What follows belongs to an exercise in optimizing a design on an open flow for small area, a short achievable clock period and few clock cycles; a production flow would make more cautious choices. Function was checked by simulation only, so behaviour that the tests miss may differ from the original. No activity file was given, so power comes from the tool's default toggle rates.

[flow/design.v]
module sympack (
    input  wire        clk,
    input  wire        rst,           
    input  wire        cmd_valid,
    output reg         cmd_ready,
    input  wire [10:0] cmd,           
    output reg         rsp_valid,
    output reg  [1:0]  rsp_status,    
    output reg  [7:0]  rsp_bytes,     
    output reg  [7:0]  rsp_terr,      
    output reg         tx_valid,
    input  wire        tx_ready,
    output reg  [7:0]  tx_data,
    output reg         tx_last,
    input  wire        ta_valid,
    input  wire        ta_err,
    input  wire [7:0]  ta_code
);
    localparam NSLOT = 112;                
    localparam NGRP  = 14;                 
    reg         rdy;                       
    reg  [14:0] ng;                        
    reg  [7:0]  np;                        
    reg         ovf;                       
    reg  [13:0] rg;                        
    reg  [8:0]  rr;                        
    reg  [9*NSLOT-1:0] ring;
    reg  [6:0]  gap;                       
    reg  [13:0] qg;                        
    reg  [7:0]  qp;                        
    reg  [8:0]  sa;                        
    reg  [8:0]  sb;
    reg  [6:0]  left;                      
    reg         lv;                        
    wire [1:0] op      = cmd[10:9];
    wire       accept  = cmd_valid && cmd_ready;
    wire       n115    = ng[14] && np[3];
    wire       nbig    = ng[14] && !np[0];              
    wire       nzero   = ng[0] && np[0];
    wire       nge2    = !(ng[0] && (np[0] || np[1]));
    wire       acc_pack  = accept && (op == 2'b00);
    wire       acc_flush = accept && (op == 2'b01);
    wire       acc_send  = acc_flush && !ovf && !nbig && !nzero;
    wire       ins     = acc_pack && !ovf && !ng[14];   
    wire       take    = tx_valid && tx_ready;
    wire       hold    = tx_valid && !tx_ready;
    wire       waiting = !rdy && !tx_valid;
    wire       answer  = waiting && ta_valid;
    wire       fetch   = take && !tx_last && !rr[8];    
    wire [14:0] gup   = np[0] ? ng : {ng[13:0], 1'b0};   
    wire [13:0] glast = np[0] ? ng[14:1] : ng[13:0];     
    reg  [7:0]  flen;                                    
    reg  [3:0]  ngb;                                     
    reg  [2:0]  npb;                                     
    integer g, p, i;
    always @(*) begin
        flen = 8'd0;
        ngb  = 4'd0;
        npb  = 3'd0;
        for (g = 1; g < 15; g = g + 1) begin
            flen = flen | ({8{gup[g]}} & (9 * g));
            ngb  = ngb | ({4{ng[g]}} & g);
        end
        for (p = 1; p < 8; p = p + 1)
            npb = npb | ({3{np[p]}} & p);
    end
    wire [6:0] nm2 = {ngb, npb} - 7'd2;
    integer j;
    always @(posedge clk) begin
        for (j = 1; j < NSLOT; j = j + 1)
            ring[9*j +: 9] <= ring[9*(j-1) +: 9];
        ring[8:0] <= ins ? cmd[8:0] : ring[9*NSLOT-1 -: 9];
    end
    wire       sv = tx_valid ? lv : nge2;
    reg  [8:0] gsym [0:NGRP-1];
    reg  [8:0] rsym;
    always @(*) begin
        for (g = 0; g < NGRP; g = g + 1) begin
            gsym[g] = 9'd0;
            for (p = 0; p < 8; p = p + 1)
                gsym[g] = gsym[g] | ({9{qp[p]}} & ring[9*(8*g + p) +: 9]);
        end
        rsym = 9'd0;
        for (g = 0; g < NGRP; g = g + 1)
            rsym = rsym | ({9{qg[g] & sv}} & gsym[g]);
    end
    reg  [7:0] gear;
    integer r;
    always @(*) begin
        gear = 8'd0;
        for (r = 0; r < 9; r = r + 1)
            for (i = 0; i < 8; i = i + 1)
                gear[7 - i] = gear[7 - i] | (rr[r] & ((i < r) ? sa[r - i - 1] : sb[8 - i + r]));
    end
    wire last_next = rr[8] && ((rg & glast) != 14'd0);
    always @(posedge clk) begin
        tx_data <= hold ? tx_data : (tx_valid ? gear : sa[8:1]);
        if (rst)
            tx_last <= 1'b0;
        else if (!hold)
            tx_last <= last_next && tx_valid;
    end
    always @(posedge clk) begin
        if (fetch)
            sa <= sb;
        else if (ins && nzero)
            sa <= cmd[8:0];
        if (fetch || (rdy && !tx_valid))
            sb <= rsym;
    end
    always @(posedge clk) begin
        if (rst) begin
            qg <= 14'd1;
            qp <= 8'd1;
        end else if (ins && nzero) begin
            qg <= 14'b10000000000000;
            qp <= 8'b10000000;
        end else if (!(acc_send || fetch)) begin
            qp <= {qp[6:0], qp[7]};
            if (qp[7]) qg <= {qg[12:0], qg[13]};
        end
    end
    always @(posedge clk) begin
        if (acc_send) begin
            left <= nm2;
            lv   <= !ng[0] || np[3] || np[4] || np[5] || np[6] || np[7];   
        end else if (fetch && lv) begin
            left <= left - 7'd1;
            lv   <= (left[6:1] != 6'd0);
        end
    end
    wire [6:0] gap_inc = (gap == 7'd111) ? 7'd0 : gap + 7'd1;
    reg        rdy_n, ovf_n;
    reg [14:0] ng_n;
    reg [7:0]  np_n;
    always @(*) begin
        rdy_n = rdy;
        ovf_n = ovf;
        ng_n  = ng;
        np_n  = np;
        if (acc_send) rdy_n = 1'b0;
        if (answer) begin
            rdy_n = 1'b1;
            ng_n  = 15'd1;
            np_n  = 8'd1;
        end
        if (accept) begin
            case (op)
                2'b00: begin
                    if (!ovf) begin
                        if (n115) begin
                            ovf_n = 1'b1;
                        end else begin
                            np_n = {np[6:0], np[7]};
                            if (np[7]) ng_n = {ng[13:0], 1'b0};
                        end
                    end
                end
                2'b01: begin
                    if (!ovf && nbig) ovf_n = 1'b1;
                end
                2'b10: begin
                    ng_n  = 15'd1;
                    np_n  = 8'd1;
                    ovf_n = 1'b0;
                end
                default: ;
            endcase
        end
    end
    wire gap_n0 = ins || (gap == 7'd111);
    always @(posedge clk) begin
        if (rst) begin
            rdy       <= 1'b1;
            cmd_ready <= 1'b1;
            ng        <= 15'd1;
            np        <= 8'd1;
            ovf       <= 1'b0;
            gap       <= 7'd0;
            rg        <= 14'd1;
            rr        <= 9'd1;
            tx_valid  <= 1'b0;
            rsp_valid <= 1'b0;
        end else begin
            rdy       <= rdy_n;
            ng        <= ng_n;
            np        <= np_n;
            ovf       <= ovf_n;
            gap       <= ins ? 7'd0 : gap_inc;
            cmd_ready <= rdy_n && ((ng_n[0] && np_n[0]) || gap_n0 || ng_n[14] || ovf_n);
            rsp_valid <= (accept && !acc_send) || answer;
            if (acc_send) begin
                tx_valid <= 1'b1;
                rr       <= 9'd2;
            end
            if (take) begin
                if (tx_last) begin
                    tx_valid <= 1'b0;
                    rg <= 14'd1;
                    rr <= 9'd1;
                end else if (rr[8]) begin
                    rg <= {rg[12:0], 1'b0};
                    rr <= 9'd1;
                end else begin
                    rr <= {rr[7:0], 1'b0};
                end
            end
        end
    end
    always @(posedge clk) begin
        if (answer) begin
            rsp_status <= ta_err ? 2'd2 : 2'd0;
            rsp_bytes  <= ta_err ? 8'd0 : flen;
            rsp_terr   <= ta_err ? ta_code : 8'd0;
        end else begin
            case (op)
                2'b00:   rsp_status <= (ovf || n115) ? 2'd1 : 2'd0;
                2'b01:   rsp_status <= (ovf || nbig) ? 2'd1 : 2'd0;
                2'b10:   rsp_status <= 2'd0;
                default: rsp_status <= 2'd3;
            endcase
            rsp_bytes <= 8'd0;
            rsp_terr  <= 8'd0;
        end
    end
endmodule
[flow/constraint.sdc]
create_clock -name core_clock -period 6.0 [get_ports {clk}]
set_input_delay 1.2000 -clock core_clock [delete_from_list [all_inputs] [get_ports {clk}]]
set_output_delay 1.2000 -clock core_clock [all_outputs]
set_load 0.01 [all_outputs]
[flow/config.mk]
export PLATFORM = sky130hd
export DESIGN_NAME = sympack
export DESIGN_NICKNAME = sympack
export VERILOG_FILES = /design/flow/design.v
export SDC_FILE = /design/flow/constraint.sdc
export NUM_CORES = 4
export LEC_CHECK = 0
export CAP_MARGIN = 20
export CORE_MARGIN = 2
export CORE_UTILIZATION = 40
export CTS_CLUSTER_DIAMETER = 60
export CTS_CLUSTER_SIZE = 20
export SETUP_SLACK_MARGIN = 3.5
export SLEW_MARGIN = 20
[flow/run.sh]
#!/bin/bash
# synth_recipe.tcl (not shown) runs the flow's synth.tcl, then flattens the netlist and writes it again
# the make line also repeats each setting of config.mk as NAME=value (left out here)
make -C /OpenROAD-flow-scripts/flow DESIGN_CONFIG=/design/flow/config.mk WORK_HOME=/design/flow/orfs CLKGATE_MAP_FILE= SYNTH_SCRIPT=/design/flow/synth_recipe.tcl finish
==> notes.md <==
-- cell usage after synthesis, types with 3 or more instances --
library cell and instances:
dfxtp_1 1106, a22oi_1 556, nand4_1 128, nand2_1 115
clkbuf_1 97, nor2_1 75, buf_1 49, a21oi_1 34
edfxtp_1 34, a22o_1 30, a221oi_1 21, inv_1 21
buf_2 20, a32oi_1 19, mux2i_1 17, nand3_1 17
a31oi_1 15, and3_1 12, nor3_1 12, mux2_2 11
o21ai_0 11, xnor2_1 11, a222oi_1 9, a211oi_1 8
or4_1 7, and2_1 6, and4_1 5, nor4_1 5
o21a_1 5, a211oi_2 4, a2bb2oi_1 4, nand2b_1 4
o21bai_1 4, o31ai_1 4, ha_1 3, xor2_1 3
-- routing by layer --
metal  share of wire [%]  track usage (%)
met5               0.011                0
met4                 2.8             6.88
met3                 7.5             4.40
met2                  46             32.2
met1                  43             26.6
-- repair_timing --
action                     CTS  global route
pin swaps                    2             5
gates resized for setup     71            27
gates cloned                 5             3
setup buffers               23            13
setup endpoints to repair  123            85
-- metrics by stage --
stage	hold slack, ps	setup WS [ps]	instance area (um2)	total power [mW]
after CTS	339	3480	36200	13.0
after global placement	333	2200	33600	8.21
after detailed placement	337	2150	33600	8.22
after floorplan	331	3470	32000	8.07
final	341	3520	36500	12.9
after global routing	340	3450	36500	13.3
-- cell type report --
cell class	count	area [um2]
timing repair buffer	125	1510
sequential	1140	23200
multi-input combinational	1184	8320
fill	6981	42700
clock buffer	81	1840
tap	1050	1310
clock inverter	17	205
inverter	22	85.1
-- path summary, 6_finish.rpt --
| path | endpoint | slack [ps] | cells after the start |
|---|---|---|---|
| worst max register to register | sb[8]$_DFFE_PP_ | 3520 | 6 |
| worst max-delay path | sb[8]$_DFFE_PP_ | 3520 | 6 |
| worst min-delay path | ring[197]$_DFF_P_ | 340 | 0 |
| worst min register to register | ring[197]$_DFF_P_ | 340 | 0 |
-- registers in the layout, summed over array words and instances (netlist names), 2 cells and up --
register / count
qg: 14
rr: 9
sa: 9
rsp_status: 2
sb: 9
qp: 8
ring: 1008
ng: 15
np: 8
gap: 7
tx_data: 8
rsp_bytes: 7
left: 7
rsp_terr: 8
rg: 14
-- power by group through the flow --
stage / Sequential [mW] / Combinational, mW / Clock, mW
final: 7.77 / 0.326 / 4.78
after global routing: 7.78 / 0.342 / 5.16
after CTS: 7.77 / 0.300 / 4.88
after detailed placement: 7.97 / 0.250 / 0
after global placement: 7.96 / 0.250 / 0
after floorplan: 7.91 / 0.160 / 0
-- cell families after synthesis --
group / count (synthesis) / share of synthesized area (%)
simple gates: 404 / 6.56
fa+ha+maj: 3 / 0.117
xor+xnor: 14 / 0.383
other cells: 1 / 0.0117
mux: 28 / 0.919
compound gates: 732 / 17.2
flops: 1140 / 72.4
buf+inv: 191 / 2.37
==> results.py <==
metrics = {
    "outcome": {
        "status": "timing/DRC/antenna clean",
    },
    "power": {
        "ir_worst_vdd_v": 0.000178,
        "swShare_pct": 21.7,
        "intPower_mw": 10.1,
        "p_switching_mw": 2.79,
        "power_density_nw_per_um2": 353,
        "comb_power_share_pct": 2.5,
        "p_clk_share_pct": 37.1,
        "seqPwrFrac_pct": 60.4,
        "leakagePower_nw": 13.3,
    },
    "global_route": {
        "grt_usage_pct": 20.0,
        "antenna_found_initial": 1,
        "grt-ovfl-total": 0,
        "grt_max_degree": 129,
        "grt_pass1_vias": 20985,
        "grt_pass1_wl_um": 128000,
    },
    "clock_tree": {
        "cts_root_buf": "clkbuf_16",
        "cts_buffers": 70,
        "clk_latency_ps": 640,
        "clk_pin_slew_worst_paths_ps": 90,
        "cts_tree": "done",
        "cts_max_level": 3,
        "cts_hold_buf": 0,
        "ctsLongestPathBuffers": 3,
        "clock-sinks": 1140,
    },
    "routing": {
        "totalWireLength_um": 85200,
        "firstDrtPassIters": 9,
        "ant_nets": 0,
        "wl_per_cell_um": 23.5,
        "num_vias": 20915,
        "drcViolationCount": 0,
        "drt_iter0_drc": 2031,
        "avgViaCountPerCell": 5.78,
    },
    "finish": {
        "drive_gt1_share_pct": 9.23,
        "layout_commonest_cell": "dfxtp_1",
        "final_cells": 3619,
        "area_delta_synth_final_pct": 14.1,
        "nets": 2571,
        "antennaDiodeCount": 0,
        "utilization_pct": 46.1,
        "final_cell_mix": "dfxtp_1 (1094), a22oi_1 (554), nand4_1 (128), nand2_1 (112)",
    },
    "yosys": {
        "synth_seq_area_share_pct": 72.4,
        "ys_ff_latch": 1140,
        "yosysTopAreaCell": "dfxtp_1",
        "async_reset_ff_share_pct": 0,
        "ys_warn_count": 2,
        "synth_area_leaders": "dfxtp_1 (69%), a22oi_1 (13%), edfxtp_1 (3.2%)",
        "synth_cell_types": 62,
        "syn_avg_cell_area_um2": 12.7,
        "synth_top_area_share_pct": 69.2,
        "synth_ff_type": "dfxtp_1",
        "netlist_area_um2": 32000,
        "syn_nets": 2541,
        "synth_edf_count": 34,
        "synth_cells": 2513,
    },
    "floorplan": {
        "die_w_um": 287,
        "dieArea_um2": 82200,
        "die_h_um": 287,
        "fp.coreArea_um2": 79100,
        "num_io_pins": 55,
        "fp-row-count": 103,
        "start_util_pct": 40.4,
    },
    "sta": {
        "setup_viol": 0,
        "finalCritPeriodShare_pct": 41.3,
        "tns_ps": 0,
        "maxSlewHeadroom_pct": 47.2,
        "hold_violations": 0,
        "drv_slew": 0,
        "rsz0062_at_grt": "true",
        "skew_ps": 27.9,
        "worst_pin_slew_ps": 789,
        "period_needed_ps": 2480,
        "fmax_mhz": 403,
    },
    "worst_setup_path": {
        "critPathLaunchType": "flop",
        "crit_chain": "buf_16, a22oi_1, nand4_1, a32oi_1, nand4_1, or4_1",
        "r2r_start": "qp[1]$_SDFFE_PP0P_",
        "cp-startpoint": "qp[1]$_SDFFE_PP0P_",
        "critical_path_required_ps": 6390,
        "arrival_ps": 2870,
        "crit_top_cell": "nand4_1",
        "critPathKind": "reg2reg",
        "cp-end-kind": "flop",
        "crit_fanout": 64,
        "critPathTopFamily": "simple AND/OR/NAND/NOR gates",
        "timing.critical_path.buf_inv": 1,
        "cpMaxStageDelayCell": "or4_1",
        "critPathMaxStageDelay_ps": 530,
    },
    "placement": {
        "finalWeightedCongestion": 0.855,
        "hpwl_um": 46700,
        "dp_cells": 3477,
        "portBuffers": 53,
    },
    "job": {
        "drv_cap": 0,
    },
    "min_path": {
        "hold_class": "reg2reg",
        "min_from": "ring[188]$_DFF_P_",
    },
}
Testbench counts, summed over its fixed seeds: cycles 22,994.

## afterwards: timing with drivers on the ports
The results above use ideal ports. As a check the final layout listed here was re-extracted and re-timed, cells and wires unchanged.
Step 1 sets driving cells, clkbuf_16 on the clock port and buf_2 on the other inputs (assumed; they add their load-dependent delay and slew).
Step 2, shift: input delay + t, output delay - t, t = (earliest + latest rising clock arrival at the registers) / 2. This alone moves slack from input paths to output paths.
Three values: ideal ports, drivers, drivers and shift; two values: the first two.
t, ns: 0.697
slack for setup (ns): 3.520 / 3.466 / 2.922
worst setup path after step 2: input to register
After both steps this run still meets setup and hold. The setup slack of this run moves by -0.054 ns with the drivers and by -0.598 ns with both steps.
